What follows belongs to an exercise in optimizing a design on an open flow for small area; a production flow would make more cautious choices. The RTL was checked by simulation tests, not by an equivalence proof against the original design. Power and IR drop assume default switching activity.

Setup of job 7651:
## pn532_engine
module pn532_engine (
    input  wire        clk,
    input  wire        rst,
    input  wire        req_valid,
    output wire        req_ready,
    input  wire [1:0]  req_op,
    input  wire [31:0] req_timeout,
    output wire        res_valid,
    output reg  [7:0]  res_status,
    output reg  [7:0]  res_sub,
    output reg  [2:0]  res_phase,
    output reg  [3:0]  res_len,
    output wire [79:0] res_data,
    output wire        xw_valid,
    output reg  [7:0]  xw_data,
    output reg         xw_last,
    input  wire        xw_ready,
    input  wire        xw_done,
    input  wire        xw_fail,
    output wire        xr_req,
    output reg  [7:0]  xr_len,
    input  wire        rd_valid,
    input  wire [7:0]  rd_data,
    input  wire        rd_fail,
    output wire        ck_req,
    input  wire        ck_valid,
    input  wire [31:0] ck_ms
);
==> flow/config.mk <==
export PLATFORM = sky130hd
export DESIGN_NAME = pn532_engine
export DESIGN_NICKNAME = pn532_engine
export VERILOG_FILES = /design/flow/design.v
export SDC_FILE = /design/flow/constraint.sdc
export NUM_CORES = 4
export LEC_CHECK = 0
export ABC_AREA = 1
export CAP_MARGIN = 20
export CORE_MARGIN = 2
export CORE_UTILIZATION = 40
export SLEW_MARGIN = 20
==> flow/constraint.sdc <==
create_clock -name core_clock -period 10.0 [get_ports {clk}]
set_input_delay 2.0000 -clock core_clock [delete_from_list [all_inputs] [get_ports {clk}]]
set_output_delay 2.0000 -clock core_clock [all_outputs]
set_load 0.01 [all_outputs]
standard.sh (not shown) runs the stock make flow with config.mk's settings and CLKGATE_MAP_FILE= SYNTH_SCRIPT=/design/flow/synth_recipe.tcl, a recipe that flattens the netlist after the stock synthesis.
==> flow/flow/run.sh <==
#!/bin/bash
# Layout flow: the standard ORFS flow (standard.sh) with three changes:
#  - synthesis maps logic with an area-oriented ABC script (flow/abc_area.script);
#    the rest of the synthesis (registers, flattening, renaming) is ORFS's own;
#  - port buffers are sky130_fd_sc_hd__buf_1 instead of the flow's default pick;
#  - CTS uses no dummy loads.
# Every tool's output goes to a log file in this folder.
set -euo pipefail
here=$(pwd)
rm -rf "$here/scripts_area"
cp -r "$FLOW_HOME/scripts" "$here/scripts_area"
cp "$here/flow/abc_area.script" "$here/scripts_area/abc_area.script"
export SCRIPTS_DIR="$here/scripts_area"
export BUFFER_PORTS_ARGS="-buffer_cell sky130_fd_sc_hd__buf_1"
export CTS_ARGS="-sink_clustering_enable -repair_clock_nets -dont_use_dummy_load"
bash standard.sh > "$here/standard_flow.log" 2>&1
==> flow/flow/abc_area.script <==
strash
dc2
dch -f
amap
strash
dch -f
amap
topo
stime -c
Input-level comparison between job 5228 and job 7651:
# job 7651
export LEC_CHECK = 0
export ABC_AREA = 1
export CAP_MARGIN = 20
export CORE_MARGIN = 2
export CORE_UTILIZATION = 40
export SLEW_MARGIN = 20
create_clock -name core_clock -period 10.0 [get_ports {clk}]
# job 5228
export LEC_CHECK = 0
export ABC_AREA = 1
export CAP_MARGIN = 20
export CORE_MARGIN = 2
export CORE_UTILIZATION = 70
export SLEW_MARGIN = 20
create_clock -name core_clock -period 10.0 [get_ports {clk}]
diff --git a/flow/flow/run.sh b/flow/flow/run.sh
--- a/flow/flow/run.sh
+++ b/flow/flow/run.sh
@@ -6 +6 @@
-#  - CTS uses no dummy loads.
+#  - CTS uses no dummy loads and clkbuf_8 buffers.
@@ -15 +15 @@
-export CTS_ARGS="-sink_clustering_enable -repair_clock_nets -dont_use_dummy_load"
+export CTS_ARGS="-sink_clustering_enable -repair_clock_nets -dont_use_dummy_load -buf_list sky130_fd_sc_hd__clkbuf_8"
==> flow/flow/abc_area.script <==
strash
&get -n
&deepsyn -T 30
&put
dch -f
amap
topo
stime -c
## What came out
Job 5228 completed; timing, DRC and antenna clean. On job 5228: ratio of final minimum period to clock period is 11 points lower than what job 7651 gave. Looking at total power draw across both flows, job 5228 is the stronger of the two, with job 7651 trailing. Relative to job 7651, net switching power has decreased by 5.1% in job 5228.
Modified inputs, job 2626 compared to job 5228
# job 5228
export LEC_CHECK = 0
export ABC_AREA = 1
export CAP_MARGIN = 20
export CORE_MARGIN = 2
export CORE_UTILIZATION = 70
export SLEW_MARGIN = 20
create_clock -name core_clock -period 10.0 [get_ports {clk}]
# job 2626
export LEC_CHECK = 0
export ABC_AREA = 1
export CAP_MARGIN = 20
export CORE_MARGIN = 2
export CORE_UTILIZATION = 40
export SLEW_MARGIN = 20
create_clock -name core_clock -period 10.0 [get_ports {clk}]
==> flow/flow/abc_area.script <==
strash
dc2
dch -f
amap
strash
dch -f
amap
topo
stime -c
- Job 5228 ran to completion and came out clean on the timing, design-rule and antenna checks.
- Job 2626: full flow OK, the timing, design-rule and antenna checks passed
- In job 2626, the final cell count came out 149 above the value in job 5228.
- Register-to-register slack sits lower in job 2626 than in job 5228.
- Looking only at power dissipated by switching net loads, and setting everything else aside, the lower value of job 2626 and job 5228 goes to job 5228.
- Clock share of power across job 2626 and job 5228: no real change.
- More vias were needed by job 5228 than by job 2626.
- Of job 2626 and job 5228, it is job 2626 that has the higher maximum number of pins on one net before global-route repair.
- When job 2626 is set beside job 5228, its setup slack after layout turns out to be 1.11 ns smaller.
- Job 2626: synthesized-area fraction occupied by and/or/nand/nor cells is 1.7 points higher than what job 5228 reported.
- Job 5228 -> job 2626: post-route standard cell area excluding fillers increased by a few percent

-- static timing again, ports no longer ideal --
The flow's constraints put no driver on any port. The routed layouts listed below were extracted and timed again, unchanged, in two steps. Step 1 sets driving cells, clkbuf_16 on the clock port and buf_2 on the other inputs (assumed; they add their load-dependent delay and slew). Step 2 also shifts input and output timing later by t, the mid clock arrival at the registers, as if the neighbouring blocks saw the same clock. a / b / c = ideal ports / drivers / drivers and shift; a / b = the first two.
run	t (ns)	setup WS [ns]	clock arrival spread, ns	worst register clock-pin slew, ns
job 7651	0.457	1.656 / 1.675 / 1.218	0.020 / 0.020	0.06 / 0.06
job 5228	0.480	2.794 / 2.806 / 2.327	0.029 / 0.029	0.07 / 0.07
job 2626	0.465	1.683 / 1.698 / 1.233	0.026 / 0.027	0.08 / 0.08
After both steps setup and hold are still met in every run listed. For job 5228, which loses most, drivers alone change the setup slack by +0.012 ns; drivers and shift together by -0.467 ns.
